Source: an optimization exercise on an open RTL-to-GDS flow (aim: a short achievable clock period and few clock cycles per item). Production flows keep margins and buffers that such runs may drop.
In this exercise RTL edits were held to simulation tests only and were not proved equivalent to the original.
No activity file was given, so power comes from the tool's default toggle rates.

## rpk_dec
module rpk_dec (
    input  wire        clk,
    input  wire        rst,           
    input  wire        begin_i,       
    input  wire [7:0]  begin_ch,
    input  wire [63:0] begin_npix,
    input  wire        abort_i,       
    input  wire [2:0]  abort_kind,
    input  wire        in_valid,
    input  wire [7:0]  in_data,
    output wire        in_ready,
    output wire        pix_valid,
    output wire [31:0] pix_data,
    input  wire        pix_ready,
    output wire [1:0]  phase,
    output wire [2:0]  err
);
export LEC_CHECK = 0
export ABC_CLOCK_PERIOD_IN_PS = 4000
export CAP_MARGIN = 60
export CORE_MARGIN = 2
export CORE_UTILIZATION = 40
export PLACE_DENSITY = 0.55
export SLEW_MARGIN = 40
create_clock -name core_clock -period 10.0 [get_ports {clk}]
standard.sh (not shown) runs the stock make flow with config.mk's settings and CLKGATE_MAP_FILE= SYNTH_SCRIPT=/design/flow/synth_recipe.tcl, a recipe that flattens the netlist after the stock synthesis.
==> flow/flow/run.sh <==
#!/bin/bash
set -euo pipefail
here=$(pwd)
bash standard.sh SETUP_SLACK_MARGIN=5.8 MAX_REPAIR_ANTENNAS_ITER_DRT=10 \
  POST_DETAIL_ROUTE_TCL="$here/flow/post_drt.tcl" finish > standard.log 2>&1
==> flow/flow/post_drt.tcl <==
# Sourced by ORFS's detail_route.tcl after its own antenna repair rounds:
# more rounds of diode insertion and rerouting while violations are left.
set post_drt_rounds 0
while { [check_antennas] && $post_drt_rounds < 6 } {
  repair_antennas
  detailed_route {*}$::all_args
  incr post_drt_rounds
}
Testbench counts at the start, summed over its fixed seeds: cycles 95,673, pixels 69,704.
==> next run, changes <==
--- a/flow/design.v
+++ b/flow/design.v
@@ -184,75 +184,76 @@
             endcase
         end
     endfunction
     function [6:0] hash7;
         input [31:0] p;
         begin
             hash7 = mul13(mul13(mul13(7'h58 ^ p[30:24]) ^ p[22:16]) ^ p[14:8]) ^ p[6:0];
         end
     endfunction
-    reg          wen1, wen2, wen3;    
-    reg  [6:0]   wa1, wa2, wa3;
-    reg  [31:0]  wd1, wd2, wd3;
+    reg          wen1, wen2;          
+    reg  [6:0]   wa1, wa2;
+    reg  [31:0]  wd3;                 
+    reg  [31:0]  wd1, wd2;
     reg  [127:0] wsel;                
     wire [31:0]  cache_q [0:127];
     reg  [127:0] cache_v;
     reg          begin_q;
     wire [127:0] cache_v_n = begin_q ? 128'd0 : (cache_v | wsel);
     always @(posedge clk) begin
         begin_q <= begin_i;
         cache_v <= cache_v_n;
         wen1    <= newpix && !begin_i;
         wa1     <= hash7(cur);
         wd1     <= cur;
         wen2    <= wen1 && !begin_i;
         wa2     <= wa1;
         wd2     <= wd1;
         wsel    <= (wen1 && !begin_i) ? (128'd1 << wa1) : 128'd0;
-        wen3    <= wen2 && !begin_i;
-        wa3     <= wa2;
         wd3     <= wd2;
     end
     genvar gi;
     generate
         for (gi = 0; gi < 128; gi = gi + 1) begin : g_slot
             reg [31:0] slot;
             always @(posedge clk) begin
                 if (wsel[gi])
                     slot <= wd2;
             end
             assign cache_q[gi] = slot;
         end
     endgenerate
     wire [127:0] isel = (128'd1 << in_data[6:0]) & cache_v_n;
     reg  [31:0]  part [0:15];
+    reg          hit2, hit3;          
     integer g, k;
     always @(posedge clk) begin
         peek_v <= in_valid && !in_fire && !begin_i && !rst;
         if (in_valid) begin
-            idx <= in_data[6:0];
+            idx  <= in_data[6:0];
+            hit2 <= wen1 && !begin_i && (wa1 == in_data[6:0]);
+            hit3 <= wen2 && !begin_i && (wa2 == in_data[6:0]);
             for (g = 0; g < 16; g = g + 1) begin
                 part[g] <= 32'h0000_0000;
                 for (k = 0; k < 8; k = k + 1)
                     if (isel[g*8+k])
                         part[g] <= cache_q[g*8+k];
             end
         end
     end
     reg [31:0] part_or;
     always @(*) begin
         part_or = 32'h0000_0000;
         for (g = 0; g < 16; g = g + 1)
             part_or = part_or | part[g];
     end
     wire [31:0] lookup = (wen1 && wa1 == idx) ? wd1 :
-                         (wen2 && wa2 == idx) ? wd2 :
-                         (wen3 && wa3 == idx) ? wd3 : part_or;
+                         hit2 ? wd2 : hit3 ? wd3 : part_or;
     reg [31:0] rec_pix;
     always @(*) begin
         case (rtype)
             2'd1: rec_pix = cur ^ {6'd0, in_data[7:6], 6'd0, in_data[5:4],
                                    6'd0, in_data[3:2],
                                    6'd0, (ch4 ? in_data[1:0] : 2'd0)};
             2'd2: rec_pix = cur ^ {3'd0, arg[7:3], 2'd0, arg[2:0], in_data[7:5],
                                    3'd0, in_data[4:0], 8'd0};
             default: rec_pix = ch4 ? {arg, in_data} : {arg[15:0], in_data, cur[7:0]};
After rerunning:
- synthesized area barely changes
- power rose slightly
- fmax is about the same
- via count barely changes
- clock skew rose by 14 ps
- cell area is about the same
- setup slack degrades by 5.9 ps
- worst hold slack is about the same
- sequential cell count fell by 6
- die area stays flat
- clock-buffer cell count stays the same
- sequential share of layout area stays flat
- routed wire length stays flat
Testbench counts after the change, summed over its fixed seeds: cycles 95,673, pixels 69,704.

-- static timing again, ports no longer ideal --
The results above use ideal ports. As a check the final layouts listed here were re-extracted and re-timed, cells and wires unchanged.
Step 1 sets driving cells, clkbuf_16 on the clock port and buf_2 on the other inputs (assumed; they add their load-dependent delay and slew).
Step 2, shift: input delay + t, output delay - t, t = (earliest + latest rising clock arrival at the registers) / 2. This alone moves slack from input paths to output paths.
Three values: no drivers, after step 1, after step 2; two values: the first two.
run | shift t [ns] | setup WS [ns] | latest minus earliest clock arrival (ns) | pins driven straight from the clock port
the first run | 1.162 | 5.662 / 5.617 / 4.707 | 0.057 / 0.056 | 1
the second run | 1.163 | 5.657 / 5.603 / 4.738 | 0.073 / 0.073 | 1
After both steps setup and hold are still met in every run listed. The setup slack of the first run, which loses most, moves by -0.045 ns with the drivers and by -0.955 ns with both steps.
